What follows belongs to an exercise in optimizing a design on an open flow for small area, a short achievable clock period and few clock cycles per item; a production flow would make more cautious choices.
Function was checked by simulation only, so behaviour that the tests miss may differ from the original.
Power and IR drop assume default switching activity.

$ cat flow/config.mk
export PLATFORM = sky130hd
export DESIGN_NAME = g2c1_pie_tx
export DESIGN_NICKNAME = g2c1_pie_tx
export VERILOG_FILES = /design/flow/design.v
export SDC_FILE = /design/flow/constraint.sdc
export NUM_CORES = 4
export LEC_CHECK = 0
export CAP_MARGIN = 20
export CORE_MARGIN = 2
export CORE_UTILIZATION = 40
export CTS_BUF_LIST = sky130_fd_sc_hd__clkbuf_8
export PLACE_DENSITY = 0.6
export SETUP_SLACK_MARGIN = 5
export SLEW_MARGIN = 20
$ cat flow/constraint.sdc
create_clock -name core_clock -period 9.0 [get_ports {clk}]
set_input_delay 1.8000 -clock core_clock [delete_from_list [all_inputs] [get_ports {clk}]]
set_output_delay 1.8000 -clock core_clock [all_outputs]
set_load 0.01 [all_outputs]
$ cat flow/design.v
module g2c1_pie_tx (
    input  wire         clk,
    input  wire         rst,           
    input  wire         start,
    output wire         ready,
    input  wire [2:0]   msg_type,      
    input  wire [127:0] fields,        
    input  wire [31:0]  tari,          
    input  wire [31:0]  blf,           
    input  wire         trunc,
    output wire         pulse_valid,
    input  wire         pulse_ready,
    output wire [31:0]  pulse_dur,     
    output wire         pulse_last,
    output reg          done,
    output reg  [2:0]   err,
    output wire [2:0]   tx_type,
    output wire [5:0]   tx_len,
    output wire [31:0]  tx_bits,       
    output wire [5:0]   pulse_cnt
);
    localparam [2:0] E_NONE = 3'd0, E_OVERFLOW = 3'd1, E_NOTFOUND = 3'd2, E_PARAM = 3'd4;
    localparam [2:0] T_QUERY = 3'd0, T_QADJ = 3'd1, T_QREP = 3'd2, T_ACK = 3'd3, T_NAK = 3'd4;
    function automatic [32:0] padd32(input [31:0] a, input [31:0] b, input cin);
        reg [31:0] g, p, gg, pp;
        integer l, i, j;
        begin
            g = a & b;
            p = a ^ b;
            gg = g;
            pp = p;
            gg[0] = g[0] | (p[0] & cin);
            for (l = 0; l < 5; l = l + 1)
                for (i = 0; i < 32; i = i + 1)
                    if ((i >> l) & 1) begin
                        j = ((i >> l) << l) - 1;
                        gg[i] = gg[i] | (pp[i] & gg[j]);
                        pp[i] = pp[i] & pp[j];
                    end
            padd32 = {gg[31], p ^ {gg[30:0], cin}};
        end
    endfunction
    wire [15:0] f0 = fields[15:0];
    wire [15:0] f1 = fields[31:16];
    wire [15:0] f2 = fields[47:32];
    wire [15:0] f3 = fields[63:48];
    wire [15:0] f4 = fields[79:64];
    wire [15:0] f5 = fields[95:80];
    wire [15:0] f6 = fields[111:96];
    wire f0_lt2  = (f0[15:1] == 15'd0);
    wire f0_lt4  = (f0[15:2] == 14'd0);
    wire f1_hi0  = (f1[15:4] == 12'd0);
    wire f1_m    = f1_hi0 && (f1[3:0] == 4'd1 || f1[3:0] == 4'd2 || f1[3:0] == 4'd4 || f1[3:0] == 4'd8);
    wire f1_lt3  = f1_hi0 && (f1[3:2] == 2'd0) && (f1[1:0] != 2'd3);
    wire f2_lt2  = (f2[15:1] == 15'd0);
    wire f3_lt4  = (f3[15:2] == 14'd0);
    wire f4_lt4  = (f4[15:2] == 14'd0);
    wire f5_lt2  = (f5[15:1] == 15'd0);
    wire f6_lt16 = (f6[15:4] == 12'd0);
    wire [1:0] m_pat    = {f1[3] | f1[2], f1[3] | f1[1]};
    wire [2:0] updn_pat = {f1[0], f1[0] | f1[1], f1[1]};
    wire [16:0] q_data = {4'b1000, f0[0], m_pat, f2[0], f3[1:0], f4[1:0], f5[0], f6[3:0]};
    reg  [4:0]  q_crc;
    integer k;
    always @(*) begin
        q_crc = 5'b01001;
        for (k = 16; k >= 0; k = k - 1)
            q_crc = {q_crc[3:0], 1'b0} ^ ((q_crc[4] ^ q_data[k]) ? 5'b01001 : 5'b00000);
    end
    reg [2:0]  a_err;
    reg [21:0] a_bits;    
    always @(*) begin
        a_err  = E_NONE;
        a_bits = 22'd0;
        case (msg_type)
            T_QUERY: begin
                a_bits = {q_data, q_crc};
                if (!f0_lt2 || !f1_m || !f2_lt2 || !f3_lt4)
                    a_err = E_NOTFOUND;
                else if (!f4_lt4)
                    a_err = E_OVERFLOW;
                else if (!f5_lt2)
                    a_err = E_NOTFOUND;
                else if (!f6_lt16)
                    a_err = E_OVERFLOW;
            end
            T_QADJ: begin
                a_bits = {4'b1001, f0[1:0], updn_pat, 13'd0};
                if (!f0_lt4)
                    a_err = E_OVERFLOW;
                else if (!f1_lt3)
                    a_err = E_NOTFOUND;
            end
            T_QREP: begin
                a_bits = {2'b00, f0[1:0], 18'd0};
                if (!f0_lt4)
                    a_err = E_OVERFLOW;
            end
            T_ACK:   a_bits = {2'b01, f0, 4'd0};
            T_NAK:   a_bits = {8'b11000000, 14'd0};
            default: a_err = E_NOTFOUND;
        endcase
    end
    wire tari_bad = (tari < 32'd409600) || (tari > 32'd1638400);
    wire is_q     = (msg_type == T_QUERY);
    wire dr_in    = f0[0];
    wire blf_bad  = (blf[31:20] != 12'd0) || (dr_in ? (blf[19:0] < 20'd22) : (blf[19:0] < 20'd9));
    wire [19:0] bd = blf[19:0];
    wire sk12 = dr_in ? (bd > 20'd87381) : (bd > 20'd32768);
    wire sk10 = dr_in ? (bd > 20'd21845) : (bd > 20'd8192);
    wire sk8  = dr_in ? (bd > 20'd5461)  : (bd > 20'd2048);
    wire sk4  = dr_in ? (bd > 20'd341)   : (bd > 20'd128);
    wire [19:0] rem0 = sk12 ? (dr_in ? 20'd87381 : 20'd32768) :
                       sk10 ? (dr_in ? 20'd21845 : 20'd8192) :
                       sk8  ? (dr_in ? 20'd5461  : 20'd2048) :
                       sk4  ? (dr_in ? 20'd341   : 20'd128) :
                              (dr_in ? 20'd21    : 20'd8);
    wire [12:0] q0   = sk12 ? 13'h1000 : sk10 ? 13'h0400 : sk8 ? 13'h0100 : sk4 ? 13'h0010 : 13'h0001;
    wire blf_fast = dr_in ? (blf[19:0] <= 20'd111847) : (blf[19:0] <= 20'd41942);
    reg        act;          
    reg        chk;          
    reg        pv;           
    reg        pl;           
    reg [31:0] pd;           
    reg [5:0]  cn;           
    reg        k_rt;         
    reg        k_tr;         
    reg        k_h1;         
    reg        ok;           
    reg [2:0]  r_type;
    reg [21:0] r_bits;
    reg        r_trunc;
    reg [20:0] r_t;          
    reg        r_dr;
    reg        ph;           
    reg [19:0] d_den;        
    reg [19:0] d_rem;
    reg [32:0] d_q;          
    reg        d_dly;        
    reg        d_ok;         
    reg        a_cy;         
    assign ready       = ~act;
    assign pulse_valid = pv;
    assign pulse_dur   = pd;
    assign pulse_last  = pl;
    assign tx_type = r_type;
    assign tx_bits = ok ? {r_bits, 10'd0} : 32'd0;
    reg [5:0] len_t, pcnt_t, last_idx;
    always @(*) begin
        case (r_type)
            T_QUERY: begin len_t = 6'd22; pcnt_t = 6'd51; last_idx = 6'd50; end
            T_QADJ:  begin len_t = 6'd9;  pcnt_t = 6'd23; last_idx = 6'd24; end
            T_QREP:  begin len_t = 6'd4;  pcnt_t = 6'd13; last_idx = 6'd14; end
            T_ACK:   begin len_t = 6'd18; pcnt_t = 6'd41; last_idx = 6'd42; end
            default: begin len_t = 6'd8;  pcnt_t = 6'd21; last_idx = 6'd22; end
        endcase
    end
    assign tx_len    = ok ? len_t : 6'd0;
    assign pulse_cnt = ok ? pcnt_t : 6'd0;
    wire r_q = (r_type == T_QUERY);
    wire        d_done  = d_q[32];
    wire [20:0] d_trial = {d_rem, r_dr & ph};
    wire [32:0] d_sum   = padd32({11'd0, d_trial}, ~{12'd0, d_den}, 1'b1);
    wire        d_ge    = d_sum[32];
    wire [20:0] d_diff  = d_sum[20:0];
    wire [19:0] pw    = r_t[20:1];
    wire [31:0] ax    = ({32{k_tr}} & d_q[31:0]) | ({32{k_rt}} & {11'd0, r_t, 1'b0}) |
                        ({32{k_h1}} & {11'd0, r_t});
    wire [31:0] ay    = {32{k_tr}} ^ {12'd0, pw};
    wire        acin  = (k_tr & ~chk) | (k_rt & r_t[0]);
    wire [32:0] asum  = padd32(ax, ay, acin);
    wire [31:0] nval  = {asum[31:16], asum[15:0] & {16{~r_trunc}}};
    wire [24:0] bv;
    genvar gi;
    generate
        for (gi = 0; gi < 22; gi = gi + 1) begin : g_bv
            assign bv[gi + 3] = r_bits[21 - gi];
        end
    endgenerate
    assign bv[2:0] = 3'd0;
    wire xfer   = pv & pulse_ready;
    wire need   = act & ~chk & (~pv | (xfer & ~pl));
    wire can    = ~k_tr | d_done;
    wire d_busy    = act & r_q & (cn <= 6'd5);
    wire d_match   = d_ok & (blf[19:0] == d_den) & (dr_in == r_dr);
    wire d_restart = ~d_busy & ~d_match;
    wire [5:0] cn_inc = (cn == 6'd4 && !r_q) ? 6'd7 : cn + 6'd1;
    wire [2:0] acc_err = (a_err != E_NONE) ? a_err :
                         tari_bad ? E_PARAM :
                         (is_q && blf_bad) ? E_PARAM : E_NONE;
    always @(posedge clk) begin
        d_dly <= d_done & chk;
        a_cy  <= asum[32];
        if (!act) begin
            r_type  <= (acc_err != E_NONE) ? 3'd0 : msg_type;
            r_bits  <= a_bits;
            r_trunc <= trunc;
            r_t     <= tari[20:0];
            err     <= acc_err;
            ok      <= (acc_err == E_NONE);
            cn      <= 6'd1;
            k_rt    <= 1'b0;
            k_h1    <= 1'b0;
            k_tr    <= is_q & ~blf_fast;
            pd      <= {12'd0, 5'b11001 & {4'b1111, ~trunc}, 15'd0};
            pl      <= 1'b0;
        end else if (chk) begin
            if (d_dly) begin
                k_tr <= 1'b0;
                if (!a_cy) begin
                    err <= E_PARAM;
                    ok  <= 1'b0;
                end
            end
        end else if (need && can) begin
            pd   <= nval;
            pl   <= (cn == last_idx);
            cn   <= cn_inc;
            k_rt <= (cn_inc == 6'd3);
            k_tr <= (cn_inc == 6'd5);
            k_h1 <= cn_inc[0] & (cn_inc >= 6'd7) & bv[cn_inc[5:1]];
        end
    end
    always @(posedge clk) begin
        if (rst) begin
            d_ok <= 1'b0;
        end else if (d_restart) begin
            d_ok <= 1'b1;
        end
        if (d_restart) begin
            r_dr  <= dr_in;
            d_den <= blf[19:0];
            d_rem <= rem0;
            ph    <= 1'b0;
            d_q   <= {20'd0, q0};
        end else begin
            d_rem <= d_ge ? d_diff[19:0] : d_trial[19:0];
            ph    <= ~ph;
            if (!d_done)
                d_q <= {d_q[31:0], d_ge};
        end
    end
    always @(posedge clk) begin
        if (rst) begin
            act  <= 1'b0;
            chk  <= 1'b0;
            pv   <= 1'b0;
            done <= 1'b0;
        end else begin
            done <= 1'b0;
            if (!act) begin
                if (start) begin
                    if (acc_err != E_NONE) begin
                        done <= 1'b1;
                    end else if (is_q && !blf_fast) begin
                        act <= 1'b1;
                        chk <= 1'b1;
                    end else begin
                        act <= 1'b1;
                        pv  <= 1'b1;
                    end
                end
            end else if (chk) begin
                if (d_dly) begin
                    chk <= 1'b0;
                    if (!a_cy) begin
                        act  <= 1'b0;
                        done <= 1'b1;
                    end else begin
                        pv <= 1'b1;
                    end
                end
            end else if (xfer && pl) begin
                pv   <= 1'b0;
                act  <= 1'b0;
                done <= 1'b1;
            end else if (need) begin
                pv <= can;
            end
        end
    end
endmodule
$ cat flow/flow/run.sh
#!/bin/bash
# The standard layout, with the smallest buffer on every input and output port
# (buffer_ports otherwise picks a 10 um2 delay buffer for each of them), and
# timing repair aimed at 5.5 ns of setup slack.
set -euo pipefail
export BUFFER_PORTS_ARGS="-buffer_cell sky130_fd_sc_hd__buf_1"
bash standard.sh SETUP_SLACK_MARGIN=5.5 finish > standard_flow.log 2>&1
$ cat flow/standard.sh
#!/bin/bash
# synth_recipe.tcl (not shown) runs the flow's synth.tcl, then flattens the netlist and writes it again
# the make line also repeats each setting of config.mk as NAME=value (left out here)
make -C /OpenROAD-flow-scripts/flow DESIGN_CONFIG=/design/flow/config.mk WORK_HOME=/design/flow/orfs CLKGATE_MAP_FILE= SYNTH_SCRIPT=/design/flow/synth_recipe.tcl "${@:-finish}"
==> impl_metrics.ini, run 1 <==
[outcome]
status = no timing/DRC/antenna violations

[placed_design]
gp_congestion = 0.970
dpl.hpwl_um = 25300
portBuffers = 258
placed_cells = 1741
post-place-ws_ns = 4.14

[sta]
relSlewSlack_pct = 42.9
min_period_over_period_pct = 40.9
setup_ws_ns = 5.32
fin_crit_ns = 3.68
worst_hold_slack_ns = 0.417
setup_viol = 0
fin_setup_tns_ns = 0
rsz0062_at_grt = true
finClkSkew_ns = 0.0153
tightest_slew_ns = 0.847
hold_viol = 0
final_max_slew_viol_count = 0
max_freq_mhz = 272

[final_layout]
multi_input_area_um2 = 6630
ff_latch_area_um2 = 4370
fin_cells = 1839
nFillCells = 2530
syn_to_final_growth_pct = 26.3
nNetsFinal = 1736
final_layout_size_suffix_gt1_share_pct = 15.9

[global_route]
grt_max_degree = 54
track_usage_pct = 22.9
grt-ovfl-total = 0
antenna_found_initial = 4
grt_pass1_vias = 9348
grt_pass1_wl_um = 51500

[floorplan]
design.core.area_um2 = 27000
ios = 286
die_y_um = 170
start_util_pct = 40.8
die_w_um = 170
rows = 60
dieArea_um2 = 28900

[min_path]
min_from = ph$_SDFF_PP0_
hold_class = flop to flop

[clocking]
cts_root_buf = clkbuf_8
path_clk_slew_ns = 0.09
cts_tree = done
cts_hold_buf = 0
clockBufferDepth = 2
cts_max_level = 4
clock_latency_ns = 0.47
numCtsBuffers = 17
cts_sinks = 175

[critical_path]
cp-end-kind = flop
crit_type = primary input to flop
critPathArrivalTime_ns = 4.06
worst_ep_required_time_ns = 9.38
crit_start = blf[19]
cp-start-kind = primary input
path_cells = buf_8 > or4_4 > or4_4 > buf_4 > buf_6 > or3_4 > o31ai_4 > nand3_2 > o32ai_2
crit_top_cell = or4_4
cpPeakStageDelay_ns = 0.56
ff2ff_setup_slack_ns = 5.50
rr_startpoint = k_tr$_DFFE_PP_
cp_slowest_cell = or4_4
worstPathMaxFanout = 4

[yosys]
yosys_most_used_dff = dfxtp_1
netlist.area_leader.share_pct = 23.7
netlist_top_cells_area = edfxtp_1 24%, dfxtp_1 16%, ha_1 4.9%
ys_types = 84
yosysMostFrequentCell = nor2_1
synth-async-reset-ratio_pct = 0
synth_edf_count = 87
ys_ff_latch = 175
yosysWarnings = 1
synth_area_um2 = 11000
avgSynthCellArea_um2 = 9.29
yosysTopAreaCell = edfxtp_1
synth_seq_area_share_pct = 39.6
syn_inst = 1188
synth_common_cells = 105 x nor2_1, 88 x dfxtp_1, 87 x edfxtp_1

[drt]
drt_iter0_markers = 796
num_vias = 10300
drt_pass1_iterations = 8
routed_via_density = 5.59
postRouteWirelength_um = 35000
drc = 0
ant_nets = 0
post_drt_wl_per_cell_um = 19.1

[power]
power_density_nw_per_um2 = 123
pwr-share-comb_pct = 15.1
p_seq_share_pct = 51.2
swShare_pct = 28.2
p_total_mw = 1.71
p_int_mw = 1.23
vdd_drop_max_v = 0.0000929
clockPowerShare_pct = 33.8
leakage_nw = 5.48
p_sw_uw = 483

[job]
maxCapViolCount = 0
==> stage by stage <==
| stage | util [%] | cell area [µm²] |
|---|---|---|
| after global routing | 51.6 | 13900 |
| after detailed placement | 45.4 | 12300 |
| final | 51.6 | 13900 |
| after floorplan | - | 11200 |
| after global placement | 45.4 | 12300 |
| after CTS | 49.4 | 13300 |
==> metal layers <==
layer	vias up	GRT usage (%)	wire, µm
met1	4883	29.4	14900
met4	0	7.95	880
met2	414	39.5	17400
met5	-	0	0
li1	4924	-	-
met3	52	3.19	1890
==> timing repair <==
action,CTS,global route
setup buffers,34,22
endpoints found under the hold margin,0,0
gates resized for setup,81,77
pin swaps,22,42
cloned,3,4
endpoints found under the setup margin,101,55
==> critical path, delay by kind of cell <==
kind	cells	cell delay (ns)
AO/OA/AOI/OAI	2	0.30
buffers and inverters	3	0.38
AND/OR/NAND/NOR	4	1.59
==> flip-flops by register name, summed over array words and instances, names as in the netlist, 3 cells and up <==
register  count
d_q          33
d_rem        20
err           3
r_type        3
cn            6
r_bits       22
d_den        20
pd           32
r_t          21
==> cells by family (layout without fill, tap and decap cells) <==
kind of cell / count (synthesis) / count (layout) / synth area share [%]
DFF: 175 / 175 / 39.6
xor gates and xnor gates: 102 / 102 / 8.09
and+or+nand+nor: 392 / 392 / 18.6
AOI/OAI and AO/OA: 294 / 294 / 18.3
buffers and inverters: 138 / 435 / 5.54
muxes: 32 / 32 / 2.96
other: 1 / 14 / 0.0340
adders and majority gates: 54 / 54 / 6.87
==> final timing paths <==
check,endpoint,depth (start not counted)
max,d_rem[7]$_DFF_P_,9
min,ph$_SDFF_PP0_,1
max reg2reg,pd[27]$_SDFFE_PN0P_,15
min reg2reg,ph$_SDFF_PP0_,1
==> area by class of cell <==
cell class                      instances  share of cell area (%)
Antenna cell                            3                  0.0539
Clock buffer                           18                    1.78
Clock inverter                         14                    1.09
Inverter                               71                    1.95
Multi-Input combinational cell        885                    47.6
Sequential cell                       175                    31.4
Tap cell                              341                    3.06
Timing Repair Buffer                  332                    13.1
==> cells in the final DEF (no fill, tap or decap), types with 26 or more instances in the layout <==
cell type / Yosys / layout
mux2i_1: 27 / 27
ha_1: 43 / 40
xor2_1: 41 / 41
buf_1: 5 / 234
inv_1: 68 / 69
nand3_1: 28 / 26
dfxtp_1: 88 / 88
nand2_1: 81 / 80
nor2_1: 105 / 97
xnor2_1: 61 / 58
buf_4: 14 / 53
and2_1: 34 / 32
a21oi_1: 59 / 50
o21ai_0: 66 / 56
edfxtp_1: 87 / 87
==> power groups by stage <==
stage	registers [mW]	logic, mW	clock network (mW)
after floorplan	0.886	0.152	0
after global placement	0.893	0.225	0
after detailed placement	0.893	0.228	0
after CTS	0.875	0.242	0.588
after global routing	0.878	0.283	0.621
final	0.875	0.258	0.577
Testbench counts, summed over its fixed seeds: cycles 40,781, items 1,280.
==> run 2: changes to the inputs <==
--- a/flow/design.v
+++ b/flow/design.v
@@ -105,17 +105,9 @@
     wire is_q     = (msg_type == T_QUERY);
     wire dr_in    = f0[0];
     wire blf_bad  = (blf[31:20] != 12'd0) || (dr_in ? (blf[19:0] < 20'd22) : (blf[19:0] < 20'd9));
-    wire [19:0] bd = blf[19:0];
-    wire sk12 = dr_in ? (bd > 20'd87381) : (bd > 20'd32768);
-    wire sk10 = dr_in ? (bd > 20'd21845) : (bd > 20'd8192);
-    wire sk8  = dr_in ? (bd > 20'd5461)  : (bd > 20'd2048);
-    wire sk4  = dr_in ? (bd > 20'd341)   : (bd > 20'd128);
-    wire [19:0] rem0 = sk12 ? (dr_in ? 20'd87381 : 20'd32768) :
-                       sk10 ? (dr_in ? 20'd21845 : 20'd8192) :
-                       sk8  ? (dr_in ? 20'd5461  : 20'd2048) :
-                       sk4  ? (dr_in ? 20'd341   : 20'd128) :
-                              (dr_in ? 20'd21    : 20'd8);
-    wire [12:0] q0   = sk12 ? 13'h1000 : sk10 ? 13'h0400 : sk8 ? 13'h0100 : sk4 ? 13'h0010 : 13'h0001;
+    wire sk8 = r_dr ? (d_den > 20'd5461) : (d_den > 20'd2048);
+    wire [19:0] rem0 = sk8 ? (r_dr ? 20'd5461 : 20'd2048) : (r_dr ? 20'd21 : 20'd8);
+    wire [12:0] q0   = sk8 ? 13'h0100 : 13'h0001;
     wire blf_fast = dr_in ? (blf[19:0] <= 20'd111847) : (blf[19:0] <= 20'd41942);
     reg        act;          
     reg        chk;          
@@ -137,7 +129,7 @@
     reg [19:0] d_rem;
     reg [32:0] d_q;          
     reg        d_dly;        
-    reg        d_ok;         
+    reg        d_new;        
     reg        a_cy;         
     assign ready       = ~act;
     assign pulse_valid = pv;
@@ -182,14 +174,12 @@
     wire need   = act & ~chk & (~pv | (xfer & ~pl));
     wire can    = ~k_tr | d_done;
     wire d_busy    = act & r_q & (cn <= 6'd5);
-    wire d_match   = d_ok & (blf[19:0] == d_den) & (dr_in == r_dr);
-    wire d_restart = ~d_busy & ~d_match;
     wire [5:0] cn_inc = (cn == 6'd4 && !r_q) ? 6'd7 : cn + 6'd1;
     wire [2:0] acc_err = (a_err != E_NONE) ? a_err :
                          tari_bad ? E_PARAM :
                          (is_q && blf_bad) ? E_PARAM : E_NONE;
     always @(posedge clk) begin
-        d_dly <= d_done & chk;
+        d_dly <= d_done & chk & ~d_new;
         a_cy  <= asum[32];
         if (!act) begin
             r_type  <= (acc_err != E_NONE) ? 3'd0 : msg_type;
@@ -222,14 +212,12 @@
         end
     end
     always @(posedge clk) begin
-        if (rst) begin
-            d_ok <= 1'b0;
-        end else if (d_restart) begin
-            d_ok <= 1'b1;
-        end
-        if (d_restart) begin
+        if (!d_busy) begin
             r_dr  <= dr_in;
             d_den <= blf[19:0];
+        end
+        d_new <= rst | (~d_busy & ((blf[19:0] != d_den) | (dr_in != r_dr)));
+        if (d_new) begin
             d_rem <= rem0;
             ph    <= 1'b0;
             d_q   <= {20'd0, q0};
==> run 2 against run 1 <==
Still clean on timing, DRC and antenna. Die area shrank 3.5%. Maximum frequency increased by 2.7%. Clock-buffer cell count down 1. Critical path type unchanged. Largest cell class unchanged.
==> impl_metrics.ini, run 2 <==
[critical_path]
worstPathMaxFanout = 2
path_cells = buf_6 > nor4_4 > nand4_1 > a211o_1 > a31oi_4 > and3_4 > nand2_4 > or4_4 > a221oi_2
crit_type = primary input to flop
critPathArrivalTime_ns = 3.96
cp_slowest_cell = or4_4
worst_ep_required_time_ns = 9.38
cp-start-kind = primary input
cpPeakStageDelay_ns = 0.48
cp-end-kind = flop

[floorplan]
die_w_um = 167
design.core.area_um2 = 26100
start_util_pct = 40.9
ios = 286
die_y_um = 167
dieArea_um2 = 27900
rows = 59

[final_layout]
most-common-layout-cells = 247 x buf_1, 87 x dfxtp_1, 87 x edfxtp_1, 85 x nor2_1, 67 x nand2_1
reg_top3 = d_q: 33 flops, pd: 32 flops, r_bits: 22 flops
utilization_pct = 50.3
syn_to_final_growth_pct = 23.2
nNetsFinal = 1644
diodes = 0
final_common_cell = buf_1
final_layout_size_suffix_gt1_share_pct = 12.1
fin_cells = 1737
largest-register = d_q
largest_register_ffs = 33

[yosys]
netlist.area_leader.share_pct = 24.5
syn_inst = 1121
synth_seq_area_share_pct = 41.1
synth_area_um2 = 10600
avgSynthCellArea_um2 = 9.50
yosys_most_used_dff = dfxtp_1
yosysTopAreaCell = edfxtp_1
yosysMostFrequentCell = dfxtp_1
netlist_top_cells_area = edfxtp_1 25%, dfxtp_1 17%, ha_1 5.1%
ys_ff_latch = 175
synth-async-reset-ratio_pct = 0
ys_types = 76
yosysWarnings = 1
synth_edf_count = 87
synth_common_cells = 88 x dfxtp_1, 87 x edfxtp_1, 87 x nor2_1

[sta]
rsz0062_at_grt = true
final_max_slew_viol_count = 0
worst_hold_slack_ns = 0.446
setup_viol = 0
hold_viol = 0
fin_crit_ns = 3.58
fin_setup_tns_ns = 0
finClkSkew_ns = 0.0190
tightest_slew_ns = 0.822
max_freq_mhz = 279
min_period_over_period_pct = 39.8
relSlewSlack_pct = 44.6

[clocking]
numCtsBuffers = 17
path_clk_slew_ns = 0.10
cts_max_level = 4
cts_sinks = 175
cts_tree = done
clock_latency_ns = 0.47
clockBufferDepth = 2
cts_root_buf = clkbuf_8
cts_hold_buf = 0

[drt]
post_drt_wl_per_cell_um = 17.6
ant_nets = 0
num_vias = 9399
routed_via_density = 5.41
postRouteWirelength_um = 30500
drc = 0
drt_iter0_markers = 605
drt_pass1_iterations = 7

[power]
leakage_nw = 4.89
p_total_mw = 1.61
vdd_drop_max_v = 0.0000800
power_density_nw_per_um2 = 123

[global_route]
grt-ovfl-total = 0
antenna_found_initial = 0
track_usage_pct = 21.0
grt_max_degree = 58
grt_pass1_vias = 8971
grt_pass1_wl_um = 47000

[placed_design]
dpl.hpwl_um = 22500
portBuffers = 258
gp_congestion = 0.894
placed_cells = 1668

[outcome]
status = no timing/DRC/antenna violations

[job]
maxCapViolCount = 0

[min_path]
hold_class = flop to flop
run 2: cell types whose count changed after synthesis, moves of 5 or more:
| cell | before | now |
|---|---|---|
| nor2_1 | 105 | 87 |
| mux2i_1 | 27 | 43 |
| nand2_1 | 81 | 68 |
| nor4_1 | 29 | 39 |
| o21ai_1 | 11 | 1 |
| a21oi_1 | 59 | 52 |
| and2_1 | 34 | 41 |
| a21o_1 | 17 | 11 |
| nand4_1 | 12 | 18 |
| o211ai_1 | 10 | 4 |
| o311ai_0 | 1 | 6 |
| xor2_1 | 41 | 36 |
run 2: cell type report:
| cell class | instances | area, µm² |
|---|---|---|
| clock inverters | 14 | 124 |
| inverters | 67 | 251 |
| well taps | 335 | 419 |
| repair buffers | 306 | 1490 |
| clock buffers | 17 | 234 |
| fillers | 2476 | 12900 |
| multi-input cells | 823 | 6230 |
| flip-flops and latches | 175 | 4380 |
run 2: final timing paths:
kind | from | to | slack [ns] | cells after the start
max reg2reg | k_tr$_DFFE_PP_ | pd[30]$_SDFFE_PN0P_ | 5.51 | 13
min reg2reg | pd[29]$_SDFFE_PN0P_ | pd[29]$_SDFFE_PN0P_ | 0.45 | 2
min | pd[29]$_SDFFE_PN0P_ | pd[29]$_SDFFE_PN0P_ | 0.45 | 2
max | tari[5] | chk$_SDFFE_PP0P_ | 5.42 | 9
run 2: cells by family (layout without fill, tap and decap cells):
| family | count (synthesis) | after routing | synth area share (%) |
|---|---|---|---|
| multiplexers | 48 | 48 | 4.78 |
| AND/OR/NAND/NOR | 368 | 368 | 18.1 |
| AO/OA/AOI/OAI | 245 | 245 | 15.7 |
| flip-flops | 175 | 175 | 41.1 |
| other | 1 | 11 | 0.0352 |
| buffers and inverters | 133 | 404 | 5.23 |
| adder cells (fa/ha/maj) | 54 | 54 | 7.12 |
| XOR/XNOR | 97 | 97 | 7.98 |
run 2: power breakdown:
group	internal [mW]	total (mW)	switching (mW)
combinational	0.101	0.222	0.121
clock	0.201	0.517	0.316
sequential	0.854	0.873	0.0187
total	1.16	1.61	0.456
run 2: worst max-delay path: cells and delay by family:
kind,cells,cell delay [ns]
buffers and inverters,1,0.10
AO/OA/AOI/OAI,3,0.77
AND/OR/NAND/NOR,5,1.27
run 2: repair_timing:
item / CTS / global route
gates resized for setup: 45 / 49
setup buffers: 16 / 19
gates cloned: 1 / 2
pin swaps: 13 / 24
setup endpoints to repair: 51 / 52
run 2: metrics by stage:
stage / setup slack (ns) / area (µm²)
detailed placement: 4.59 / 11900
global placement: 4.59 / 11900
floorplan: 5.29 / 10800
finish: 5.42 / 13100
CTS: 5.44 / 12700
global route: 5.34 / 13100
run 2: layer usage:
layer	track usage, %	vias up	part of all wire (%)
met5	0	-	0
met3	3.36	16	4.9
met4	4.57	0	0.83
li1	-	4612	-
met1	25.9	4470	42
met2	38.5	301	52
Testbench counts of run 2, summed over its fixed seeds: cycles 41,008, items 1,280.
==> run 3: changes to the inputs <==
--- a/flow/design.v
+++ b/flow/design.v
@@ -105,9 +105,17 @@
     wire is_q     = (msg_type == T_QUERY);
     wire dr_in    = f0[0];
     wire blf_bad  = (blf[31:20] != 12'd0) || (dr_in ? (blf[19:0] < 20'd22) : (blf[19:0] < 20'd9));
-    wire sk8 = r_dr ? (d_den > 20'd5461) : (d_den > 20'd2048);
-    wire [19:0] rem0 = sk8 ? (r_dr ? 20'd5461 : 20'd2048) : (r_dr ? 20'd21 : 20'd8);
-    wire [12:0] q0   = sk8 ? 13'h0100 : 13'h0001;
+    wire [19:0] bd = d_den;
+    wire sk12 = r_dr ? (bd > 20'd87381) : (bd > 20'd32768);
+    wire sk10 = r_dr ? (bd > 20'd21845) : (bd > 20'd8192);
+    wire sk8  = r_dr ? (bd > 20'd5461)  : (bd > 20'd2048);
+    wire sk4  = r_dr ? (bd > 20'd341)   : (bd > 20'd128);
+    wire [19:0] rem0 = sk12 ? (r_dr ? 20'd87381 : 20'd32768) :
+                       sk10 ? (r_dr ? 20'd21845 : 20'd8192) :
+                       sk8  ? (r_dr ? 20'd5461  : 20'd2048) :
+                       sk4  ? (r_dr ? 20'd341   : 20'd128) :
+                              (r_dr ? 20'd21    : 20'd8);
+    wire [12:0] q0   = sk12 ? 13'h1000 : sk10 ? 13'h0400 : sk8 ? 13'h0100 : sk4 ? 13'h0010 : 13'h0001;
     wire blf_fast = dr_in ? (blf[19:0] <= 20'd111847) : (blf[19:0] <= 20'd41942);
     reg        act;          
     reg        chk;          
==> run 3 against run 2 <==
Still clean on timing, DRC and antenna. Non-clock buffer count did not move. Sequential share of layout area is 0.28 points lower. Core utilization is 1.4 points lower. Clock power increased by 8.7%. Worst hold slack got worse by 0.0075 ns. Final cell count increased by 4.8%. Register-to-register slack is essentially flat. Critical path type is now flop to flop. Largest cell class unchanged. Largest power group unchanged.
==> impl_metrics.ini, run 3 <==
[outcome]
status = no timing/DRC/antenna violations

[placed_design]
placed_cell_area_um2 = 12200
gp_congestion = 0.975
portBuffers = 258
dpl.hpwl_um = 24600

[yosys]
synth_seq_area_share_pct = 39.6
ys_ff_latch = 175
syn_inst = 1197
yosys_most_used_dff = dfxtp_1
netlist_top_cells_area = edfxtp_1 24%, dfxtp_1 16%, ha_1 4.9%
synth_edf_count = 87
ys_types = 80
avgSynthCellArea_um2 = 9.23
synth_area_um2 = 11100
synth_common_cells = 91 x nand2_1, 91 x nor2_1, 88 x dfxtp_1
netlist.area_leader.share_pct = 23.6
yosysWarnings = 1
yosysTopAreaCell = edfxtp_1
synth-async-reset-ratio_pct = 0

[floorplan]
dieArea_um2 = 29000
ios = 286
die_y_um = 170
die_w_um = 170
start_util_pct = 40.9
design.core.area_um2 = 27000
rows = 60

[final_layout]
syn_to_final_growth_pct = 19.6
reg_top3 = d_q: 33 flops, pd: 32 flops, r_bits: 22 flops
final_common_cell = buf_1
most-common-layout-cells = 257 x buf_1, 91 x nand2_1, 90 x nor2_1, 88 x dfxtp_1, 87 x edfxtp_1
largest-register = d_q
largest_register_ffs = 33
stdcell_area_um2 = 13200
nNetsFinal = 1716
final_layout_size_suffix_gt1_share_pct = 8.75

[critical_path]
worstRegToRegCells = 12
cp-start-kind = flop
critPathArrivalTime_ns = 3.89
cp-end-kind = flop
ff2ff_setup_slack_ns = 5.50
rr_startpoint = k_tr$_DFFE_PP_
crit_type = flop to flop
worstPathMaxFanout = 13
crit_family = compound AO/OA/AOI/OAI gates
cpPeakStageDelay_ns = 0.50
worst-path-buf-inv = 2
worst_ep_required_time_ns = 9.39
cp_slowest_cell = a2111oi_4
crit_top_cell = a21oi_2
path_cells = buf_12 > a222oi_1 > inv_1 > ha_4 > a21o_1 > a2111oi_4 > a21oi_2 > a21oi_2 > nor2_1 > a41oi_2 > fa_2 > o21ai_2
worstReg2RegEnd = pd[16]$_SDFFE_PN0P_

[power]
p_sw_uw = 469
pwr-share-comb_pct = 14.6
swShare_pct = 27.8
clockPowerShare_pct = 33.3
vdd_drop_max_v = 0.0000729
power_density_nw_per_um2 = 128
p_seq_share_pct = 52.0
p_total_mw = 1.69
p_int_mw = 1.22
leakage_nw = 4.99

[sta]
max_freq_mhz = 286
rsz0062_at_grt = true
relSlewSlack_pct = 49.2
finClkSkew_ns = 0.0170
final_max_slew_viol_count = 0
hold_viol = 0
fin_setup_tns_ns = 0
setup_viol = 0
fin_crit_ns = 3.50
tightest_slew_ns = 0.759
min_period_over_period_pct = 38.9

[global_route]
grt_pass1_wl_um = 50000
grt_max_degree = 58
track_usage_pct = 22.2
antenna_found_initial = 3
grt-ovfl-total = 0
grt_pass1_vias = 9426

[drt]
post_drt_wl_per_cell_um = 17.9
postRouteWirelength_um = 32500
ant_nets = 0
drt_iter0_markers = 833
drc = 0
drt_pass1_iterations = 6
routed_via_density = 5.48
num_vias = 9977

[clocking]
cts_sinks = 175
path_clk_slew_ns = 0.10
cts_max_level = 4
clock_latency_ns = 0.47
numCtsBuffers = 17
clockBufferDepth = 2
cts_root_buf = clkbuf_8
cts_tree = done

[min_path]
hold_depth = 1
min_from = ph$_SDFF_PP0_
hold_end = ph$_SDFF_PP0_
hold_class = flop to flop

[job]
maxCapViolCount = 0
==> run 3: per-layer routing <==
metal,track usage [%],routed length (µm),up-vias
li1,-,-,4910
met1,27.2,13800,4706
met2,38.9,16300,307
met3,2.98,1400,54
met4,9.48,1000,0
met5,0,0,-
==> run 3: cell families (layout without fill, tap and decap cells) <==
family / count (synthesis) / after routing / share of synthesized area [%]
compound gates: 275 / 275 / 17.2
other cells: 1 / 15 / 0.0339
mux: 35 / 35 / 3.45
buf+inv: 134 / 402 / 5.10
xor+xnor: 104 / 104 / 8.37
fa+ha+maj: 54 / 54 / 6.86
flops: 175 / 175 / 39.6
simple gates: 419 / 419 / 19.4
==> run 3: worst register-to-register path: stages, from the launching register on <==
cell	delay [ns]
edfxtp_1	0.49
buf_12	0.20
a222oi_1	0.38
inv_1	0.16
ha_4	0.28
a21o_1	0.20
a2111oi_4	0.50
a21oi_2	0.13
a21oi_2	0.18
nor2_1	0.08
a41oi_2	0.22
fa_2	0.50
o21ai_2	0.12
==> run 3: how the worst max path moves through the flow <==
stage                         startpoint                  end  cells after the start
after floorplan           k_tr$_DFFE_PP_  pd[16]$_SDFFE_PN0P_                     13
after global placement        fields[87]      pv$_SDFFE_PP0P_                      8
after detailed placement       fields[1]      pv$_SDFFE_PP0P_                      8
after CTS                 k_tr$_DFFE_PP_  pd[17]$_SDFFE_PN0P_                     14
after global routing      k_tr$_DFFE_PP_  pd[16]$_SDFFE_PN0P_                     13
final                     k_tr$_DFFE_PP_  pd[16]$_SDFFE_PN0P_                     12
==> run 3: repair_timing <==
| item | in CTS | in global routing |
|---|---|---|
| resized for setup | 20 | 31 |
| buffers inserted | 18 | 17 |
| cloned | 2 | 1 |
| hold buffers | 0 | 0 |
| pin swaps | 9 | 20 |
| endpoints found under the setup margin | 49 | 34 |
==> run 3: power by group through the flow <==
stage / Combinational, mW / Clock, mW / Sequential [mW]
after floorplan: 0.153 / 0 / 0.888
after global placement: 0.222 / 0 / 0.895
after detailed placement: 0.225 / 0 / 0.896
after CTS: 0.237 / 0.573 / 0.877
after global routing: 0.275 / 0.608 / 0.880
final: 0.247 / 0.562 / 0.877
==> run 3: metrics by stage <==
step                      cells  setup slack (ns)  hold slack (ns)  utilization (%)
after floorplan            1207              5.52            0.398                -
after global placement     1746              4.85            0.414             45.3
after detailed placement   1746              4.82            0.422             45.3
after CTS                  1798              5.43            0.442             47.8
after global routing       1819              5.38            0.463             48.9
final                      1820              5.50            0.438             48.9
==> run 3: layout make-up <==
cell class	instances	area [µm²]
clock inverter	15	160
clock buffer	17	234
antenna	4	10.0
sequential	175	4370
multi-input combinational	898	6360
fill	2619	13800
inverter	64	240
timing repair buffer	306	1410
tap	341	427
Testbench counts of run 3, summed over its fixed seeds: cycles 40,864, items 1,280.
==> run 4: changes to the inputs <==
--- a/flow/design.v
+++ b/flow/design.v
@@ -105,17 +105,9 @@
     wire is_q     = (msg_type == T_QUERY);
     wire dr_in    = f0[0];
     wire blf_bad  = (blf[31:20] != 12'd0) || (dr_in ? (blf[19:0] < 20'd22) : (blf[19:0] < 20'd9));
-    wire [19:0] bd = d_den;
-    wire sk12 = r_dr ? (bd > 20'd87381) : (bd > 20'd32768);
-    wire sk10 = r_dr ? (bd > 20'd21845) : (bd > 20'd8192);
-    wire sk8  = r_dr ? (bd > 20'd5461)  : (bd > 20'd2048);
-    wire sk4  = r_dr ? (bd > 20'd341)   : (bd > 20'd128);
-    wire [19:0] rem0 = sk12 ? (r_dr ? 20'd87381 : 20'd32768) :
-                       sk10 ? (r_dr ? 20'd21845 : 20'd8192) :
-                       sk8  ? (r_dr ? 20'd5461  : 20'd2048) :
-                       sk4  ? (r_dr ? 20'd341   : 20'd128) :
-                              (r_dr ? 20'd21    : 20'd8);
-    wire [12:0] q0   = sk12 ? 13'h1000 : sk10 ? 13'h0400 : sk8 ? 13'h0100 : sk4 ? 13'h0010 : 13'h0001;
+    wire sk8 = r_dr ? (d_den > 20'd5461) : (d_den > 20'd2048);
+    wire [19:0] rem0 = sk8 ? (r_dr ? 20'd5461 : 20'd2048) : (r_dr ? 20'd21 : 20'd8);
+    wire [12:0] q0   = sk8 ? 13'h0100 : 13'h0001;
     wire blf_fast = dr_in ? (blf[19:0] <= 20'd111847) : (blf[19:0] <= 20'd41942);
     reg        act;          
     reg        chk;          
@@ -126,8 +118,7 @@
     reg        k_rt;         
     reg        k_tr;         
     reg        k_h1;         
-    reg        ok;           
-    reg [2:0]  r_type;
+    reg [2:0]  r_type;       
     reg [21:0] r_bits;
     reg        r_trunc;
     reg [20:0] r_t;          
@@ -143,7 +134,8 @@
     assign pulse_valid = pv;
     assign pulse_dur   = pd;
     assign pulse_last  = pl;
-    assign tx_type = r_type;
+    wire ok = ~(r_type[2] & r_type[1]);
+    assign tx_type = ok ? r_type : 3'd0;
     assign tx_bits = ok ? {r_bits, 10'd0} : 32'd0;
     reg [5:0] len_t, pcnt_t, last_idx;
     always @(*) begin
@@ -152,11 +144,12 @@
             T_QADJ:  begin len_t = 6'd9;  pcnt_t = 6'd23; last_idx = 6'd24; end
             T_QREP:  begin len_t = 6'd4;  pcnt_t = 6'd13; last_idx = 6'd14; end
             T_ACK:   begin len_t = 6'd18; pcnt_t = 6'd41; last_idx = 6'd42; end
-            default: begin len_t = 6'd8;  pcnt_t = 6'd21; last_idx = 6'd22; end
+            T_NAK:   begin len_t = 6'd8;  pcnt_t = 6'd21; last_idx = 6'd22; end
+            default: begin len_t = 6'd0;  pcnt_t = 6'd0;  last_idx = 6'd22; end
         endcase
     end
-    assign tx_len    = ok ? len_t : 6'd0;
-    assign pulse_cnt = ok ? pcnt_t : 6'd0;
+    assign tx_len    = len_t;
+    assign pulse_cnt = pcnt_t;
     wire r_q = (r_type == T_QUERY);
     wire        d_done  = d_q[32];
     wire [20:0] d_trial = {d_rem, r_dr & ph};
@@ -190,12 +183,11 @@
         d_dly <= d_done & chk & ~d_new;
         a_cy  <= asum[32];
         if (!act) begin
-            r_type  <= (acc_err != E_NONE) ? 3'd0 : msg_type;
+            r_type  <= (acc_err != E_NONE) ? 3'd7 : msg_type;
             r_bits  <= a_bits;
             r_trunc <= trunc;
             r_t     <= tari[20:0];
             err     <= acc_err;
-            ok      <= (acc_err == E_NONE);
             cn      <= 6'd1;
             k_rt    <= 1'b0;
             k_h1    <= 1'b0;
@@ -206,8 +198,8 @@
             if (d_dly) begin
                 k_tr <= 1'b0;
                 if (!a_cy) begin
-                    err <= E_PARAM;
-                    ok  <= 1'b0;
+                    err    <= E_PARAM;
+                    r_type <= 3'd7;
                 end
             end
         end else if (need && can) begin
==> run 4 against run 3 <==
Core utilization shrank 1.3 points. Synthesized cell count shrank 5.2%. Clock power shrank 6.0%. Critical path depth shrank 8. Non-clock buffer count shrank 28. Die area shrank 3.5%. Clock-buffer cell count grew 1. Design area shrank 5.9%. Worst setup slack gained 0.053 ns.
==> impl_metrics.ini, run 4 <==
[outcome]
status = no timing/DRC/antenna violations

[placed_design]
dpl.hpwl_um = 23200
gp_congestion = 0.904
portBuffers = 258

[final_layout]
most-common-layout-cells = 256 x buf_1, 102 x nor2_1, 86 x dfxtp_1, 86 x edfxtp_1, 74 x nand2_1
largest_register_ffs = 33
reg_top3 = d_q: 33 flops, pd: 32 flops, r_bits: 22 flops
nFillCells = 2555
largest-register = d_q
final_common_cell = buf_1
final_layout_size_suffix_gt1_share_pct = 6.38
syn_to_final_growth_pct = 16.7
nNetsFinal = 1635

[critical_path]
crit_type = flop to primary output
ff2ff_setup_slack_ns = 5.61
worstRegToRegCells = 12
cp-end-kind = primary output
endpoint = pulse_cnt[2]
worstReg2RegEnd = pd[28]$_SDFFE_PN0P_
cp_slowest_cell = edfxtp_1
cp-start-kind = flop
worst_ep_required_time_ns = 7.20
rr_startpoint = k_tr$_DFFE_PP_
cpPeakStageDelay_ns = 0.51
worstPathMaxFanout = 5
path_cells = or2_4 > a21oi_4 > a21oi_1 > clkbuf_2
crit_start = r_type[1]$_SDFFCE_PP1P_
critPathArrivalTime_ns = 1.64

[power]
p_seq_share_pct = 54.3
p_int_mw = 1.17
pwr-share-comb_pct = 12.7
leakage_nw = 4.75
swShare_pct = 27.2
p_total_mw = 1.60
vdd_drop_max_v = 0.0000901
clockPowerShare_pct = 33.0
p_sw_uw = 435
power_density_nw_per_um2 = 129

[clocking]
cts_max_level = 4
clockBufferDepth = 2
cts_hold_buf = 0
path_clk_slew_ns = 0.09
clock_latency_ns = 0.48
numCtsBuffers = 17
cts_tree = done
cts_root_buf = clkbuf_8
cts_sinks = 174

[global_route]
grt-ovfl-total = 0
track_usage_pct = 21.3
grt_max_degree = 53
grt_pass1_wl_um = 47200
grt_pass1_vias = 8955
antenna_found_initial = 2

[drt]
routed_via_density = 5.43
postRouteWirelength_um = 30600
drc = 0
post_drt_wl_per_cell_um = 17.6
drt_pass1_iterations = 17
drt_iter0_markers = 591
ant_nets = 0
num_vias = 9413

[sta]
tightest_slew_ns = 1.01
finClkSkew_ns = 0.0245
max_freq_mhz = 290
min_period_over_period_pct = 38.3
final_max_slew_viol_count = 0
rsz0062_at_grt = true
fin_crit_ns = 3.44
setup_viol = 0
relSlewSlack_pct = 31.9
fin_setup_tns_ns = 0
hold_viol = 0

[yosys]
yosysMostFrequentCell = nor2_1
ys_types = 76
synth_edf_count = 86
synth-async-reset-ratio_pct = 0
yosysWarnings = 1
avgSynthCellArea_um2 = 9.39
netlist_top_cells_area = edfxtp_1 24%, dfxtp_1 17%, xnor2_1 5.3%
synth_seq_area_share_pct = 40.8
yosys_most_used_dff = dfxtp_1
ys_ff_latch = 174
yosysTopAreaCell = edfxtp_1
syn_inst = 1135
synth_area_um2 = 10700
netlist.area_leader.share_pct = 24.2
synth_common_cells = 104 x nor2_1, 88 x dfxtp_1, 86 x edfxtp_1

[floorplan]
rows = 59
design.core.area_um2 = 26100
die_w_um = 167
dieArea_um2 = 28000
ios = 286
start_util_pct = 40.8
die_y_um = 167

[job]
maxCapViolCount = 0

[min_path]
hold_class = flop to flop
## run 4: cell types whose count changed after synthesis, sizes merged, moves of 6 or more
cell,previous run,this run
nand2,91,75
nor2,91,104
o21ai,74,62
mux2i,28,38
nand3,40,33
nor3,35,28
xnor2,58,65
xor2,45,38
buf,28,22
nand2b,15,9
## run 4: worst min path at each step
stage | cells after the start | slack (ns) | endpoint | from
floorplan | 1 | 0.40 | ph$_SDFF_PP0_ | ph$_SDFF_PP0_
global placement | 1 | 0.41 | ph$_SDFF_PP0_ | ph$_SDFF_PP0_
detailed placement | 1 | 0.43 | ph$_SDFF_PP0_ | ph$_SDFF_PP0_
CTS | 1 | 0.45 | ph$_SDFF_PP0_ | ph$_SDFF_PP0_
global route | 1 | 0.47 | ph$_SDFF_PP0_ | ph$_SDFF_PP0_
finish | 1 | 0.45 | ph$_SDFF_PP0_ | ph$_SDFF_PP0_
## run 4: logic make-up after synthesis
kind of cell | synth area share [%]
other cells | 0.0352
xor+xnor | 8.46
buf+inv | 5.07
simple gates | 19.0
mux | 3.67
compound gates | 16.0
fa+ha+maj | 7.00
flops | 40.8
## run 4: stage by stage
step	instance area (µm²)	hold WS [ns]	instances	worst slack, ns	util (%)
2_1_floorplan	10700	0.398	1145	5.52	-
3_3_place_gp	11900	0.415	1687	4.97	45.4
3_5_place_dp	11900	0.430	1687	4.94	45.4
4_1_cts	12300	0.449	1725	5.51	47.2
5_1_grt	12400	0.469	1732	5.50	47.6
6_report	12400	0.446	1733	5.56	47.6
## run 4: power by group through the flow
stage | clock [mW] | combinational (mW) | sequential, mW
detailed placement | 0 | 0.198 | 0.887
global placement | 0 | 0.196 | 0.887
floorplan | 0 | 0.131 | 0.879
finish | 0.528 | 0.202 | 0.869
CTS | 0.542 | 0.200 | 0.870
global route | 0.580 | 0.226 | 0.872
## run 4: repair_timing
| item | in CTS | in global routing |
|---|---|---|
| gates resized for setup | 16 | 12 |
| pin swaps | 1 | 3 |
| buffers inserted | 6 | 3 |
| gates cloned | 0 | 2 |
| endpoints found under the setup margin | 47 | 25 |
## run 4: cell type report
cell class                 instances  area (µm²)  share of cell area, %
antenna                            3        7.51                 0.0604
sequential                       174        4350                   35.0
multi-input combinational        848        5920                   47.6
timing repair buffer             278        1150                   9.25
clock buffer                      18         248                   1.99
inverter                          63         236                   1.90
tap                              335         419                   3.37
clock inverter                    14         113                  0.905
## run 4: routing by layer
layer,wire (µm),global-route usage [%],vias to the layer above
met5,0,0,-
li1,-,-,4620
met1,12800,26.7,4394
met2,15200,36.8,355
met3,1740,3.26,44
met4,777,8.73,0
## run 4: critical path: cells and delay by family, from the launching register on
| kind | cells | cell delay, ns |
|---|---|---|
| compound gates | 2 | 0.23 |
| simple gates | 1 | 0.31 |
| buf+inv | 1 | 0.13 |
| flops | 1 | 0.51 |
Testbench counts of run 4, summed over its fixed seeds: cycles 41,008, items 1,280.
==> run 5: changes to the inputs <==
--- a/flow/config.mk
+++ b/flow/config.mk
@@ -7,8 +7,8 @@
 export LEC_CHECK = 0
 export CAP_MARGIN = 20
 export CORE_MARGIN = 2
-export CORE_UTILIZATION = 40
+export CORE_UTILIZATION = 55
 export CTS_BUF_LIST = sky130_fd_sc_hd__clkbuf_8
-export PLACE_DENSITY = 0.6
+export PLACE_DENSITY = 0.75
 export SETUP_SLACK_MARGIN = 5
 export SLEW_MARGIN = 20
==> run 5 against run 4 <==
Still clean on timing, DRC and antenna. Sequential share of layout area increased by 0.13 points. Clock-buffer cell count increased by 3. Power increased by 2.4%. Sequential power about the same. Global-route usage increased by 7.0 points. Worst hold slack got worse by 0.0030 ns. Die area decreased by 27%. Clock skew decreased by 0.0050 ns. Critical path depth unchanged. Register-to-register slack improved by 0.07 ns. First-iteration DRC count increased by 16%.
==> impl_metrics.ini, run 5 <==
[drt]
num_vias = 9618
ant_nets = 0
post_drt_wl_per_cell_um = 18.0
drc = 0
drt_pass1_iterations = 9
drt_iter0_markers = 686
postRouteWirelength_um = 29900
routed_via_density = 5.80

[critical_path]
critPathArrivalTime_ns = 1.65
crit_start = r_type[1]$_SDFFCE_PP1P_
ff2ff_setup_slack_ns = 5.68
endpoint = pulse_cnt[2]
crit_type = flop to primary output
worstReg2RegEnd = pd[31]$_SDFFE_PN0P_
cp-end-kind = primary output
worstPathMaxFanout = 5
worstRegToRegCells = 12
cp-start-kind = flop
worst_ep_required_time_ns = 7.20
rr_startpoint = k_tr$_DFFE_PP_

[power]
vdd_drop_max_v = 0.0000937
p_sw_uw = 443
p_seq_share_pct = 53.1
power_density_nw_per_um2 = 132
clockPowerShare_pct = 34.4
p_total_mw = 1.64
swShare_pct = 27.0
p_int_mw = 1.20
pwr-share-comb_pct = 12.5
leakage_nw = 4.77

[placed_design]
dpl.hpwl_um = 22700
placed_cells = 1613
portBuffers = 258
post-place-ws_ns = 4.66
placed_cell_area_um2 = 11800
gp_congestion = 0.945

[global_route]
grt_pass1_wl_um = 45000
track_usage_pct = 28.4
grt_max_degree = 54
grt_pass1_vias = 8865
grt-ovfl-total = 0
antenna_found_initial = 4

[clocking]
cts_max_level = 4
cts_tree = done
path_clk_slew_ns = 0.09
clockBufferDepth = 2
clock_latency_ns = 0.47
cts_hold_buf = 0
numCtsBuffers = 17
cts_sinks = 174
cts_root_buf = clkbuf_8

[yosys]
avgSynthCellArea_um2 = 9.39
ys_types = 76
yosysMostFrequentCell = nor2_1
synth_area_um2 = 10700
syn_inst = 1135
synth_common_cells = 104 x nor2_1, 88 x dfxtp_1, 86 x edfxtp_1
synth-async-reset-ratio_pct = 0
yosys_most_used_dff = dfxtp_1
yosysWarnings = 1
ys_ff_latch = 174
synth_edf_count = 86
yosysTopAreaCell = edfxtp_1
synth_seq_area_share_pct = 40.8
netlist.area_leader.share_pct = 24.2
netlist_top_cells_area = edfxtp_1 24%, dfxtp_1 17%, xnor2_1 5.3%

[floorplan]
design.core.area_um2 = 18800
rows = 50
start_util_pct = 56.6
ios = 286
die_y_um = 143
dieArea_um2 = 20500
die_w_um = 143

[min_path]
hold_class = flop to flop

[final_layout]
largest-register = d_q
stdcell_area_um2 = 12400
nFillCells = 1568
fin_cells = 1659
largest_register_ffs = 33
multi_input_area_um2 = 5910
syn_to_final_growth_pct = 16.2
final_common_cell = buf_1
ff_latch_area_um2 = 4350
reg_top3 = d_q: 33 flops, pd: 32 flops, r_bits: 22 flops
utilization_pct = 65.8
final_layout_size_suffix_gt1_share_pct = 6.31
most-common-layout-cells = 256 x buf_1, 102 x nor2_1, 87 x dfxtp_1, 86 x edfxtp_1, 74 x nand2_1
nNetsFinal = 1634

[sta]
setup_ws_ns = 5.55
hold_viol = 0
fin_setup_tns_ns = 0
finClkSkew_ns = 0.0195
rsz0062_at_grt = true
relSlewSlack_pct = 38.9
fin_crit_ns = 3.45
worst_hold_slack_ns = 0.443
min_period_over_period_pct = 38.3
max_freq_mhz = 290
final_max_slew_viol_count = 0
setup_viol = 0
tightest_slew_ns = 0.907

[outcome]
status = no timing/DRC/antenna violations

[job]
maxCapViolCount = 0
## run 5: cell count changes in the layout (fill, tap and decap cells not counted), sizes merged
cell / previous run / this run
buf: 276 / 274
inv: 75 / 70
clkbuf: 20 / 24
diode: 3 / 5
clkinvlp: 1 / 0
clkinv: 0 / 3
## run 5: layout make-up
type / instances / share of cell area (%)
clock inverters: 11 / 0.939
inverters: 63 / 1.91
repair buffers: 277 / 9.33
multi-input cells: 848 / 47.7
diodes: 5 / 0.101
well taps: 260 / 2.63
clock buffers: 21 / 2.33
flip-flops and latches: 174 / 35.1
## run 5: critical path, cell delays in order, from the launching register on
cell	delay [ns]
edfxtp_1	0.52
or2_4	0.31
a21oi_4	0.18
a21oi_1	0.06
clkbuf_2	0.13
## run 5: kinds of logic (layout without fill, tap and decap cells)
family | after synthesis | in the layout | synth area share [%]
buf+inv | 124 | 372 | 5.07
compound gates | 244 | 245 | 16.0
mux | 39 | 39 | 3.67
other cells | 1 | 16 | 0.0352
simple gates | 397 | 397 | 19.0
fa+ha+maj | 53 | 53 | 7.00
xor+xnor | 103 | 103 | 8.46
flops | 174 | 174 | 40.8
## run 5: worst min-delay path by stage
stage	end	cells past startpoint	start	slack [ns]
floorplan	ph$_SDFF_PP0_	1	ph$_SDFF_PP0_	0.40
global placement	ph$_SDFF_PP0_	1	ph$_SDFF_PP0_	0.42
detailed placement	ph$_SDFF_PP0_	1	ph$_SDFF_PP0_	0.42
CTS	ph$_SDFF_PP0_	1	ph$_SDFF_PP0_	0.44
global route	ph$_SDFF_PP0_	1	ph$_SDFF_PP0_	0.47
finish	ph$_SDFF_PP0_	1	ph$_SDFF_PP0_	0.44
## run 5: what timing repair did
action                                  in CTS  in global routing
pin swaps                                    1                  3
hold endpoints to repair                     0                  0
endpoints found under the setup margin      53                 35
gates resized for setup                     15                 13
buffers inserted                             5                  2
gates cloned                                 0                  2
## run 5: per-layer routing
| layer | GRT usage (%) | part of all wire [%] | vias up |
|---|---|---|---|
| met4 | 12.8 | 3.1 | 0 |
| li1 | - | - | 4626 |
| met1 | 35.1 | 41 | 4523 |
| met5 | 0 | 0 | - |
| met2 | 48.6 | 50 | 413 |
| met3 | 4.66 | 6.4 | 56 |
## run 5: power by group through the flow
stage	Combinational [mW]	Clock, mW	Sequential [mW]
global placement	0.194	0	0.887
floorplan	0.131	0	0.879
global route	0.226	0.599	0.872
CTS	0.201	0.571	0.869
detailed placement	0.198	0	0.887
finish	0.205	0.564	0.870
==> run 6: changes to the inputs <==
--- a/flow/config.mk
+++ b/flow/config.mk
@@ -7,8 +7,8 @@
 export LEC_CHECK = 0
 export CAP_MARGIN = 20
 export CORE_MARGIN = 2
-export CORE_UTILIZATION = 55
+export CORE_UTILIZATION = 45
 export CTS_BUF_LIST = sky130_fd_sc_hd__clkbuf_8
-export PLACE_DENSITY = 0.75
+export PLACE_DENSITY = 0.7
 export SETUP_SLACK_MARGIN = 5
 export SLEW_MARGIN = 20
==> run 6 against run 5 <==
Die area increased by 22%. Power increased by 2.5%. Critical path depth increased by 1. Flip-flop and latch count unchanged. Clock power increased by 6.9%. Wire length increased by 1.5%. Critical path type unchanged. Largest power group unchanged. Highest routed layer unchanged.
==> impl_metrics.ini, run 6 <==
[outcome]
status = no timing/DRC/antenna violations

[yosys]
netlist.area_leader.share_pct = 24.2
avgSynthCellArea_um2 = 9.39
yosys_most_used_dff = dfxtp_1
synth-async-reset-ratio_pct = 0
ys_types = 76
ys_ff_latch = 174
netlist_top_cells_area = edfxtp_1 24%, dfxtp_1 17%, xnor2_1 5.3%
yosysTopAreaCell = edfxtp_1
synth_seq_area_share_pct = 40.8
synth_edf_count = 86
yosysWarnings = 1
yosysMostFrequentCell = nor2_1
syn_inst = 1135
synth_common_cells = 104 x nor2_1, 88 x dfxtp_1, 86 x edfxtp_1
synth_area_um2 = 10700

[sta]
setup_viol = 0
fin_crit_ns = 3.46
final_max_slew_viol_count = 0
finClkSkew_ns = 0.0211
min_period_over_period_pct = 38.4
relSlewSlack_pct = 39.0
rsz0062_at_grt = true
max_freq_mhz = 289
hold_viol = 0
tightest_slew_ns = 0.905
fin_setup_tns_ns = 0

[floorplan]
die_y_um = 158
start_util_pct = 45.7
dieArea_um2 = 24900
design.core.area_um2 = 23300
rows = 56
die_w_um = 158
ios = 286

[final_layout]
most-common-layout-cells = 255 x buf_1, 102 x nor2_1, 87 x dfxtp_1, 86 x edfxtp_1, 73 x nand2_1
syn_to_final_growth_pct = 17.8
stdcell_area_um2 = 12600
nNetsFinal = 1640
utilization_pct = 53.8
largest_register_ffs = 33
final_layout_size_suffix_gt1_share_pct = 7.00
nFillCells = 2127
final_common_cell = buf_1
largest-register = d_q
reg_top3 = d_q: 33 flops, pd: 32 flops, r_bits: 22 flops

[global_route]
grt_pass1_vias = 9144
grt_max_degree = 53
grt_pass1_wl_um = 46300
antenna_found_initial = 3
grt-ovfl-total = 0
track_usage_pct = 23.8

[critical_path]
worst_ep_required_time_ns = 7.20
crit_type = flop to primary output
rr_startpoint = k_tr$_DFFE_PP_
cp-end-kind = primary output
cp-start-kind = flop
crit_start = r_type[1]$_SDFFCE_PP1P_
worstRegToRegCells = 12
critPathArrivalTime_ns = 1.66
worstPathMaxFanout = 5

[power]
leakage_nw = 4.80
vdd_drop_max_v = 0.0000908
swShare_pct = 26.0
p_seq_share_pct = 51.7
p_int_mw = 1.24
power_density_nw_per_um2 = 134
pwr-share-comb_pct = 12.4
p_sw_uw = 437
p_total_mw = 1.68
clockPowerShare_pct = 35.9

[drt]
num_vias = 9576
drt_pass1_iterations = 8
routed_via_density = 5.55
ant_nets = 0
drt_iter0_markers = 762
drc = 0
postRouteWirelength_um = 30400
post_drt_wl_per_cell_um = 17.6

[clocking]
path_clk_slew_ns = 0.09
cts_max_level = 4
clock_latency_ns = 0.48
cts_root_buf = clkbuf_8
clockBufferDepth = 2
cts_tree = done
numCtsBuffers = 17
cts_sinks = 174

[job]
maxCapViolCount = 0

[placed_design]
gp_congestion = 0.957
portBuffers = 258
dpl.hpwl_um = 22800
placed_cell_area_um2 = 11800

[min_path]
min_from = ph$_SDFF_PP0_
hold_depth = 1
hold_class = flop to flop
## run 6: what timing repair did
action / 4_1_cts / 5_1_grt
pin swaps: 2 / 5
resized for setup: 12 / 22
setup endpoints to repair: 47 / 54
hold buffers: 0 / 0
buffers inserted: 9 / 4
cloned: 0 / 2
endpoints found under the hold margin: 0 / 0
## run 6: worst paths after layout
check,end,slack (ns)
worst max register to register,pd[25]$_SDFFE_PN0P_,5.67
worst max-delay path,tx_len[0],5.54
worst min register to register,ph$_SDFF_PP0_,0.44
worst min-delay path,ph$_SDFF_PP0_,0.44
## run 6: power by group through the flow
stage	sequential, mW	clock (mW)	combinational [mW]
2_1_floorplan	0.879	0	0.131
3_3_place_gp	0.886	0	0.194
3_5_place_dp	0.886	0	0.200
4_1_cts	0.868	0.610	0.202
5_1_grt	0.871	0.648	0.229
6_report	0.868	0.603	0.208
## run 6: area by class of cell
| class | count | area [µm²] | share of cell area, % |
|---|---|---|---|
| Inverter | 63 | 236 | 1.88 |
| Timing Repair Buffer | 283 | 1190 | 9.50 |
| Multi-Input combinational cell | 848 | 5940 | 47.3 |
| Antenna cell | 5 | 12.5 | 0.0996 |
| Clock buffer | 17 | 234 | 1.86 |
| Sequential cell | 174 | 4350 | 34.6 |
| Clock inverter | 15 | 196 | 1.56 |
| Tap cell | 319 | 399 | 3.18 |
## run 6: critical path, cell delays in order (launching register included)
cell      delay (ns)
edfxtp_1        0.48
buf_6           0.17
buf_4           0.14
nor2_1          0.11
and2_1          0.16
clkbuf_2        0.13
## run 6: cells by family (layout without fill, tap and decap cells)
| family | count (synthesis) | after routing | synth area share (%) |
|---|---|---|---|
| xor gates and xnor gates | 103 | 103 | 8.46 |
| buffers and inverters | 124 | 378 | 5.07 |
| muxes | 39 | 39 | 3.67 |
| DFF | 174 | 174 | 40.8 |
| and+or+nand+nor | 397 | 397 | 19.0 |
| AOI/OAI and AO/OA | 244 | 245 | 16.0 |
| adders and majority gates | 53 | 53 | 7.00 |
| other | 1 | 16 | 0.0352 |
## run 6: layer usage
| metal | share of wire, % | track usage (%) |
|---|---|---|
| met3 | 5.8 | 3.45 |
| met5 | 0 | 0 |
| met4 | 3.9 | 11.0 |
| met1 | 41 | 28.8 |
| met2 | 50 | 41.8 |
## run 6: metrics by stage
stage               std cells  hold slack [ns]  setup WS, ns
floorplan                1145            0.398          5.52
global placement         1672            0.412          4.97
detailed placement       1672            0.421          4.94
CTS                      1713            0.442          5.51
global route             1722            0.484          5.41
finish                   1724            0.438          5.54
==> run 7: changes to the inputs <==
==> flow/flow/run.sh (replaced) <==
#!/bin/bash
# The standard layout, with the smallest buffer on every input and output port
# (buffer_ports otherwise picks a 10 um2 delay buffer for each of them), and
# timing repair aimed at 5.7 ns of setup slack.
set -euo pipefail
export BUFFER_PORTS_ARGS="-buffer_cell sky130_fd_sc_hd__buf_1"
bash standard.sh SETUP_SLACK_MARGIN=5.7 finish > standard_flow.log 2>&1
--- a/flow/config.mk
+++ b/flow/config.mk
@@ -7,8 +7,8 @@
 export LEC_CHECK = 0
 export CAP_MARGIN = 20
 export CORE_MARGIN = 2
-export CORE_UTILIZATION = 45
+export CORE_UTILIZATION = 40
 export CTS_BUF_LIST = sky130_fd_sc_hd__clkbuf_8
-export PLACE_DENSITY = 0.7
+export PLACE_DENSITY = 0.6
 export SETUP_SLACK_MARGIN = 5
 export SLEW_MARGIN = 20
==> run 7 against run 6 <==
Core utilization decreased by 2.1 points. Critical path depth unchanged. Worst setup slack got worse by 0.0077 ns. Global-route usage decreased by 2.5 points. Via count increased by 2.5%. Sequential power about the same. First-iteration DRC count decreased by 3.9%. Sequential share of layout area decreased by 2.4 points. Largest cell class unchanged.
==> impl_metrics.ini, run 7 <==
[final_layout]
nNetsFinal = 1682
ff_latch_area_um2 = 4350
multi_input_area_um2 = 6360
most-common-layout-cells = 218 x buf_1, 100 x nor2_1, 86 x dfxtp_1, 86 x edfxtp_1, 73 x nand2_1
syn_to_final_growth_pct = 26.8
final_common_cell = buf_1
nFillCells = 2446
reg_top3 = d_q: 33 flops, pd: 32 flops, r_bits: 22 flops

[power]
leakage_nw = 5.29
power_density_nw_per_um2 = 121

[floorplan]
rows = 59
die_y_um = 167
die_w_um = 167
dieArea_um2 = 28000
design.core.area_um2 = 26100

[critical_path]
worst-path-buf-inv = 2
critPathArrivalTime_ns = 1.67
cpPeakStageDelay_ns = 0.50
path_cells = buf_4 > nand2_1 > a21oi_4 > a21oi_1 > clkbuf_2
cp-start-kind = flop
worstPathMaxFanout = 9
crit_family = flip-flops

[yosys]
synth_common_cells = 104 x nor2_1, 88 x dfxtp_1, 86 x edfxtp_1
avgSynthCellArea_um2 = 9.39
ys_types = 76
muxShareOfSynthArea_pct = 3.67
yosysMostFrequentCell = nor2_1
synth_top_family_by_area = simple AND/OR/NAND/NOR gates
synth_edf_count = 86
yosysTopAreaCell = edfxtp_1
syn_inst = 1135
synth-async-reset-ratio_pct = 0
netlist_top_cells_area = edfxtp_1 24%, dfxtp_1 17%, xnor2_1 5.3%
yosys.area_share.simple_pct = 19.0
synth_compound_area_share_pct = 16.0
yosys_most_used_dff = dfxtp_1
yosysWarnings = 1
ys_ff_latch = 174
synth_area_um2 = 10700

[placed_design]
portBuffers = 258
dpl.hpwl_um = 23000

[sta]
worst_hold_slack_ns = 0.446
relSlewSlack_pct = 35.9
hold_viol = 0
finClkSkew_ns = 0.0198
rsz0062_at_grt = true
max_freq_mhz = 288
fin_crit_ns = 3.47
min_period_over_period_pct = 38.5
setup_viol = 0
tightest_slew_ns = 0.952

[clocking]
cts_tree = done
cts_sinks = 174
cts_max_level = 4
clock_latency_ns = 0.47
cts_hold_buf = 0
clockBufferDepth = 2
path_clk_slew_ns = 0.10
cts_root_buf = clkbuf_8

[outcome]
status = no timing/DRC/antenna violations

[global_route]
track_usage_pct = 21.3
antenna_found_initial = 2
grt_max_degree = 53
grt-ovfl-total = 0

[drt]
num_vias = 9816
drc = 0
drt_iter0_markers = 732
drt_pass1_iterations = 19
postRouteWirelength_um = 31900
ant_nets = 0

[job]
maxCapViolCount = 0
## run 7: final timing paths
path	from	to	slack, ns	cells after the start
worst max-delay path	r_type[0]$_SDFFCE_PP1P_	pulse_cnt[2]	5.53	5
worst min-delay path	ph$_SDFF_PP0_	ph$_SDFF_PP0_	0.45	1
worst max register to register	k_tr$_DFFE_PP_	pd[31]$_SDFFE_PN0P_	5.60	12
worst min register to register	ph$_SDFF_PP0_	ph$_SDFF_PP0_	0.45	1
## run 7: what timing repair did
| action | CTS | global route |
|---|---|---|
| buffers inserted | 20 | 30 |
| gates cloned | 2 | 6 |
| pin swaps | 19 | 53 |
| resized for setup | 51 | 148 |
| setup endpoints to repair | 66 | 65 |
## run 7: power breakdown
part	internal, mW	leakage, nW	switching [mW]	total (mW)
clock	0.229	0.196	0.320	0.549
sequential	0.849	1.67	0.0213	0.870
combinational	0.0999	3.43	0.122	0.222
total	1.18	5.29	0.463	1.64
## run 7: stage by stage
step                cell area (µm²)  instances  worst slack, ns  total power, mW  util, %
finish                        13500       1780             5.53             1.64     51.7
global route                  13500       1779             5.46             1.71     51.7
CTS                           12700       1741             5.55             1.64     48.4
detailed placement            11900       1687             4.93             1.09     45.5
global placement              11900       1687             4.96             1.09     45.5
floorplan                     10700       1145             5.57             1.01        -
## run 7: area by class of cell
class / instances / area share, %
multi-input cells: 851 / 47.1
flip-flops and latches: 174 / 32.2
well taps: 335 / 3.10
repair buffers: 322 / 13.0
inverters: 63 / 1.75
clock inverters: 15 / 1.11
clock buffers: 17 / 1.73
diodes: 3 / 0.0556
## run 7: cells by family (layout without fill, tap and decap cells)
logic type	count (synthesis)	count (layout)
simple gates	397	400
flops	174	174
other cells	1	14
fa+ha+maj	53	53
xor+xnor	103	103
compound gates	244	245
buf+inv	124	417
mux	39	39
## run 7: worst register-to-register path, stage by stage (launching register included)
cell and delay (ns):
edfxtp_1 0.55, buf_12 0.21, a222oi_1 0.43, inv_1 0.10, ha_1 0.29, nor2b_4 0.14
o2111ai_2 0.21, nand3_2 0.13, a41o_1 0.26, a211o_4 0.43, a211oi_4 0.29, xnor2_1 0.18
o21ai_1 0.08
## run 7: metal layers
layer  global-route usage [%]  vias up  wire length [µm]
met5                        0        -                 0
met4                     8.17        0               903
met3                     3.38       43              1830
met2                     37.0      366             16100
met1                     26.7     4683             13200
li1                         -     4724                 -
